Context: an optimization exercise on an open-source flow, tuned for small area. The choices shown serve that exercise and are no tape-out recipe. In this exercise RTL edits were held to simulation tests only and were not proved equivalent to the original. No activity file was given, so power comes from the tool's default toggle rates.

File: flow/design.v
module volf_demod #(
    parameter SAMPLE_BITS = 12,
    parameter THRESHOLD   = 200
) (
    input  wire [SAMPLE_BITS-1:0] prev_sample,
    input  wire                   prev_symbol,
    input  wire [SAMPLE_BITS-1:0] sample,
    output wire                   symbol
);
    localparam [SAMPLE_BITS:0] THR = THRESHOLD;
    wire [SAMPLE_BITS:0] s_ext = {1'b0, sample};
    wire [SAMPLE_BITS:0] p_ext = {1'b0, prev_sample};
    wire from_high = (s_ext + THR) > p_ext;
    wire from_low  = s_ext >= (p_ext + THR);
    assign symbol = prev_symbol ? from_high : from_low;
endmodule
module volf_rx #(
    parameter SAMPLE_BITS = 12,
    parameter THRESHOLD   = 200
) (
    input  wire                   clk,
    input  wire                   rst,
    input  wire                   rx_tick,
    input  wire [SAMPLE_BITS-1:0] sample_in,
    output wire                   rx_symbol,
    output wire                   rx_framing,
    output reg                    rx_sync,
    output reg                    rx_valid,
    output reg  [7:0]             rx_byte
);
    localparam [7:0] PREAMBLE = 8'hB2;
    localparam       SCAN     = 1'b0;
    localparam       FRAME    = 1'b1;
    reg [SAMPLE_BITS-1:0] prev_sample;
    reg                   prev_symbol;
    reg [7:0]             scan_acc;
    reg                   rx_mode;
    reg [7:0]             pay_acc;
    reg [2:0]             pay_count;
    wire sym;
    volf_demod #(
        .SAMPLE_BITS(SAMPLE_BITS),
        .THRESHOLD  (THRESHOLD)
    ) u_demod (
        .prev_sample(prev_sample),
        .prev_symbol(prev_symbol),
        .sample     (sample_in),
        .symbol     (sym)
    );
    wire [7:0] scan_next = {scan_acc[6:0], sym};
    wire [7:0] pay_next  = {pay_acc[6:0], sym};
    wire       rx_last   = (pay_count == 3'd7);
    always @(posedge clk) begin
        if (rst) begin
            prev_sample <= {SAMPLE_BITS{1'b0}};
            prev_symbol <= 1'b0;
            scan_acc    <= 8'h00;
            rx_mode     <= SCAN;
            pay_acc     <= 8'h00;
            pay_count   <= 3'd0;
            rx_byte     <= 8'h00;
            rx_sync     <= 1'b0;
            rx_valid    <= 1'b0;
        end else begin
            rx_sync  <= 1'b0;
            rx_valid <= 1'b0;
            if (rx_tick) begin
                prev_sample <= sample_in;
                prev_symbol <= sym;
                if (rx_mode == SCAN) begin
                    scan_acc <= scan_next;
                    if (scan_next == PREAMBLE) begin
                        rx_mode   <= FRAME;
                        pay_acc   <= 8'h00;
                        pay_count <= 3'd0;
                        rx_sync   <= 1'b1;
                    end
                end else if (!rx_last) begin
                    pay_acc   <= pay_next;
                    pay_count <= pay_count + 3'd1;
                end else begin
                    pay_acc   <= pay_next;
                    rx_byte   <= pay_next;
                    rx_valid  <= 1'b1;
                    pay_count <= 3'd0;
                    rx_mode   <= SCAN;
                end
            end
        end
    end
    assign rx_symbol  = prev_symbol;
    assign rx_framing = rx_mode;
endmodule
module volf_tx (
    input  wire       clk,
    input  wire       rst,
    input  wire       tx_tick,
    input  wire       tx_start,
    input  wire [7:0] tx_data,
    output reg        line_out,
    output wire       tx_busy
);
    localparam [7:0] PREAMBLE = 8'hB2;
    localparam [1:0] IDLE  = 2'b00;
    localparam [1:0] ARMED = 2'b01;
    localparam [1:0] SEND  = 2'b10;
    reg [1:0]  tx_state;
    reg [15:0] tx_frame;
    reg [4:0]  tx_index;
    wire       tx_last = (tx_index >= 5'd16);
    wire [3:0] bit_sel = 4'd15 - tx_index[3:0];
    always @(posedge clk) begin
        if (rst) begin
            tx_state <= IDLE;
            tx_frame <= 16'h0000;
            tx_index <= 5'd0;
            line_out <= 1'b0;
        end else begin
            case (tx_state)
                IDLE: begin
                    line_out <= 1'b0;
                    if (tx_start) begin
                        tx_frame <= {PREAMBLE, tx_data};
                        tx_index <= 5'd0;
                        tx_state <= ARMED;
                    end
                end
                ARMED: begin
                    if (tx_tick) begin
                        line_out <= tx_frame[15];
                        tx_index <= 5'd1;
                        tx_state <= SEND;
                    end
                end
                SEND: begin
                    if (tx_tick) begin
                        if (!tx_last) begin
                            line_out <= tx_frame[bit_sel];
                            tx_index <= tx_index + 5'd1;
                        end else begin
                            line_out <= 1'b0;
                            tx_state <= IDLE;
                            tx_index <= 5'd0;
                        end
                    end
                end
                default: begin
                    line_out <= 1'b0;
                    tx_state <= IDLE;
                    tx_index <= 5'd0;
                end
            endcase
        end
    end
    assign tx_busy = (tx_state != IDLE);
endmodule
module volf_core #(
    parameter SAMPLE_BITS = 12,
    parameter THRESHOLD   = 200
) (
    input  wire                   clk,
    input  wire                   rst,
    input  wire                   rx_tick,
    input  wire [SAMPLE_BITS-1:0] sample_in,
    input  wire                   tx_tick,
    input  wire                   tx_start,
    input  wire [7:0]             tx_data,
    output wire                   rx_symbol,
    output wire                   rx_framing,
    output wire                   rx_sync,
    output wire                   rx_valid,
    output wire [7:0]             rx_byte,
    output wire                   line_out,
    output wire                   tx_busy
);
    volf_rx #(
        .SAMPLE_BITS(SAMPLE_BITS),
        .THRESHOLD  (THRESHOLD)
    ) u_rx (
        .clk       (clk),
        .rst       (rst),
        .rx_tick   (rx_tick),
        .sample_in (sample_in),
        .rx_symbol (rx_symbol),
        .rx_framing(rx_framing),
        .rx_sync   (rx_sync),
        .rx_valid  (rx_valid),
        .rx_byte   (rx_byte)
    );
    volf_tx u_tx (
        .clk     (clk),
        .rst     (rst),
        .tx_tick (tx_tick),
        .tx_start(tx_start),
        .tx_data (tx_data),
        .line_out(line_out),
        .tx_busy (tx_busy)
    );
endmodule
File: flow/constraint.sdc
create_clock -name core_clock -period 10.0 [get_ports {clk}]
set_input_delay 2.0000 -clock core_clock [delete_from_list [all_inputs] [get_ports {clk}]]
set_output_delay 2.0000 -clock core_clock [all_outputs]
set_load 0.01 [all_outputs]
File: flow/config.mk
export PLATFORM = sky130hd
export DESIGN_NAME = volf_core
export DESIGN_NICKNAME = volf_core
export VERILOG_FILES = /design/flow/design.v
export SDC_FILE = /design/flow/constraint.sdc
export NUM_CORES = 4
export LEC_CHECK = 0
export CAP_MARGIN = 20
export CORE_MARGIN = 2
export CORE_UTILIZATION = 40
export SLEW_MARGIN = 20
File: flow/run.sh
#!/bin/bash
# synth_recipe.tcl (not shown) runs the flow's synth.tcl, then flattens the netlist and writes it again
# the make line also repeats each setting of config.mk as NAME=value (left out here)
make -C /OpenROAD-flow-scripts/flow DESIGN_CONFIG=/design/flow/config.mk WORK_HOME=/design/flow/orfs CLKGATE_MAP_FILE= SYNTH_SCRIPT=/design/flow/synth_recipe.tcl finish
==> out/metrics.yaml <==
clock_tree:
  clockRootBuffer: "clkbuf_8"
  htree_levels: 3
  clock_latency_ps: 320
  clkTransAtPathRegs_ps: 60
  postCtsHoldBufs: 0
  cts_setup_buffers: 0
  cts_resized: 0
  cts_tree: "done"
  numCtsBuffers: 9
  clock-sinks: 58
  cts_max_path_buffers: 2
yosys:
  synthAdderAreaFrac_pct: 12.2
  synth_cells: 355
  syn_area_um2: 3080
  synth_seq_area_share_pct: 37.6
  ys_types: 44
  synth_ff_type: "dfxtp_1"
  synth_top_area_cell: "dfxtp_1"
  synth_xor_area_share_pct: 3.98
  yosysWarnings: 2
  yosys.area.top_type_share_pct: 37.6
  synth_edf_count: 0
  synth_seq_cells: 58
  syn_area_per_cell_um2: 8.69
  synthArstFlopShare_pct: 0
  synth-simple-area-share_pct: 19.2
  synth_area_leaders: "dfxtp_1 (38%), ha_1 (12%), nand2_1 (6.3%)"
  syn_nets: 410
  muxShareOfSynthArea_pct: 6.33
  synth-compound-area-share_pct: 16.3
  synth_top_family_by_area: "simple AND/OR/NAND/NOR gates"
cells_and_area:
  layout_commonest_cell: "dfxtp_1"
  drive_gt1_share_pct: 6.82
  post-route-util_pct: 48.9
  final_net_count: 447
  syn2layout_area_growth_pct: 20.6
  final_cell_mix: "dfxtp_1 (58), nand2_1 (52), a21oi_1 (37), clkdlybuf4s50_1 (37), ha_1 (30)"
  num_antenna_cells: 0
  n_fill_cell: 734
drt:
  via_per_inst: 5.18
  vias: 2580
  drc: 0
  drtIter0Drc: 73
  wirelength_um: 6450
  drtAntennaViolNets: 0
  firstDrtPassIters: 6
  wire_per_inst_um: 12.9
power_and_ir_drop:
  total_switching_power_uw: 182
  max-vdd-ir-drop_v: 0.0000883
  p_sw_share_pct: 30.2
  clkPwrFrac_pct: 33.5
  total_leakage_power_uw: 0.00145
  powerDensity_nw_per_um2: 162
  intPower_uw: 421
  p_seq_share_pct: 42.5
  combPwrFrac_pct: 23.9
place:
  io_buffers: 38
  place_congestion: 0.797
  dpl_worst_slack_ps: 4470
  hpwl_um: 4730
sta:
  clock-skew-final_ps: 8.42
  setup_viol_count_final: 0
  period_share_pct: 51.8
  setup_ws_ps: 4820
  hold_viol: 0
  rsz0062_at_grt: "no"
  fin_crit_ps: 5180
  fmax_ghz: 0.193
  max_slew.worst_pin.slew_ps: 943
  drv_slew: 0
  setup_tns_ps: 0
  max_slew_margin_pct: 37.1
global_routing:
  grt_pass1_vias: 2496
  track_usage_pct: 16.2
  grt_max_degree: 52
  grt_overflow_total: 0
  antenna_found_initial: 0
  grt_first_pass_wirelength_um: 11200
worst_setup_path:
  rrSetupSlack_ps: 6780
  crit_fanout: 9
  cp-end-kind: "flip-flop"
  crit_chain: "clkdlybuf4s50_1 > ha_1 > a21oi_1 > nand2b_1 > nand4_1 > xnor2_1 > ha_1 > and3_4 > a221oi_2 > o21ai_0 > o31a_1 > or3_1 > a32o_1"
  reg2regPathDepth: 12
  slowest_stage: "clkdlybuf4s50_1"
  arrival_ps: 5390
  r2r_start: "u_rx.prev_sample[3]"
  worst_setup_path_start_kind: "input port"
  crit_start: "sample_in[3]"
  max_stage_delay_ps: 620
  cpMostUsedCell: "ha_1"
  critical_path.endpoint: "u_rx.pay_acc[6]"
  r2r_end: "u_rx.pay_acc[6]"
  crit_required_ps: 10210
  path_class: "input port to flip-flop"
min_path:
  hold_class: "flip-flop to flip-flop"
  holdPathStages: 2
outcome:
  status: "complete, no violations"
floorplan:
  die_area_um2: 8430
  die_w_um: 91.8
  rows: 32
  core_um2: 7610
  fp.dieH_um: 91.8
  initial_core_util_pct: 40.5
  io_pins: 39
run:
  maxCapViolations: 0
-- synth_stat cells (all sizes together) (2+ instances only) --
library cell	instances
nand2b	2
mux2i	15
nand2	52
nor2b	4
a21o	4
a311oi	2
clkbuf	11
o21ai	5
and3	4
a21oi	37
nand4	6
a32o	7
o211ai	2
o22ai	2
xnor2	10
nor3	7
nor2	29
ha	30
a211oi	4
dfxtp	58
or2	3
mux4	2
inv	21
and4	2
buf	2
nand3	15
xor2	4
a221oi	3
o21a	3
-- state kept, by name (all words and copies together), names as in the netlist, 2 cells and up --
signal	flops
u_rx.prev_sample	12
u_tx.tx_state	2
u_rx.pay_acc	7
u_rx.rx_byte	8
u_tx.tx_frame	9
u_rx.pay_count	3
u_tx.tx_index	5
u_rx.scan_acc	7
-- cell type report --
cell class,count,area [um^2],area share (%)
Multi-Input combinational cell,263,1790,48.0
Sequential cell,58,1160,31.2
Timing Repair Buffer,39,383,10.3
Tap cell,102,128,3.43
Clock buffer,9,124,3.33
Inverter,21,78.8,2.12
Clock inverter,6,58.8,1.58
-- power groups by stage --
| stage | Clock, uW | Combinational, uW | Sequential (uW) |
|---|---|---|---|
| floorplan | 0 | 102 | 259 |
| global placement | 0 | 143 | 262 |
| detailed placement | 0 | 145 | 262 |
| CTS | 209 | 146 | 256 |
| global route | 219 | 163 | 259 |
| finish | 202 | 144 | 256 |
-- cells by family after synthesis --
group | count (synthesis)
buffers and inverters | 34
muxes | 17
AOI/OAI and AO/OA | 74
xor gates and xnor gates | 14
DFF | 58
adders and majority gates | 30
and+or+nand+nor | 128
-- stage by stage --
| stage | instance area (um^2) | std cells | total power, uW | hold slack, ps |
|---|---|---|---|---|
| after global routing | 3720 | 498 | 641 | 477 |
| after global placement | 3540 | 483 | 405 | 443 |
| final | 3720 | 498 | 603 | 454 |
| after detailed placement | 3540 | 483 | 407 | 448 |
| after floorplan | 3080 | 355 | 361 | 432 |
| after CTS | 3720 | 498 | 612 | 458 |
-- critical path, delay by kind of cell --
kind,cells,cell delay (ps)
simple gates,4,960
buf+inv,1,620
fa+ha+maj,2,550
compound gates,5,1090
xor+xnor,1,160
-- layer usage --
| metal | up-vias | track usage [%] | routed length, um |
|---|---|---|---|
| met4 | 0 | 4.23 | 36 |
| met2 | 27 | 25.7 | 2970 |
| met1 | 1228 | 21.7 | 3270 |
| met3 | 2 | 4.60 | 171 |
| met5 | - | 0 | 0 |
| li1 | 1323 | - | - |
-- worst min path at each step --
stage	start	end	slack (ps)
after floorplan	u_rx.scan_acc[6]	u_rx.scan_acc[6]	430
after global placement	u_tx.tx_frame[6]	u_tx.tx_frame[6]	440
after detailed placement	u_rx.pay_acc[6]	u_rx.rx_byte[7]	450
after CTS	u_rx.pay_acc[6]	u_rx.rx_byte[7]	460
after global routing	u_rx.rx_byte[1]	u_rx.rx_byte[1]	480
final	u_rx.pay_acc[6]	u_rx.rx_byte[7]	450

-- port drivers added, routing unchanged --
How much do the figures lean on ideal ports? The routed layout below was timed once more, with nothing changed but the port constraints. Step 1 (the two cells are an assumption about what drives the block):
set clk [get_ports {clk}]
set_driving_cell -lib_cell sky130_fd_sc_hd__clkbuf_16 $clk
set_driving_cell -lib_cell sky130_fd_sc_hd__buf_2 [delete_from_list [all_inputs] $clk]
Step 2 also shifts input and output timing later by t, the mid clock arrival at the registers, as if the neighbouring blocks saw the same clock. a / b / c = no drivers / after step 1 / after step 2; a / b = the first two.
t, ns: 0.347
setup WS [ns]: 4.824 / 4.833 / 4.487
worst hold slack (ns): 0.454 / 0.454 / 0.454
After both steps setup and hold are still met in this run. The setup slack of this run moves by +0.009 ns with the drivers and by -0.337 ns with both steps.
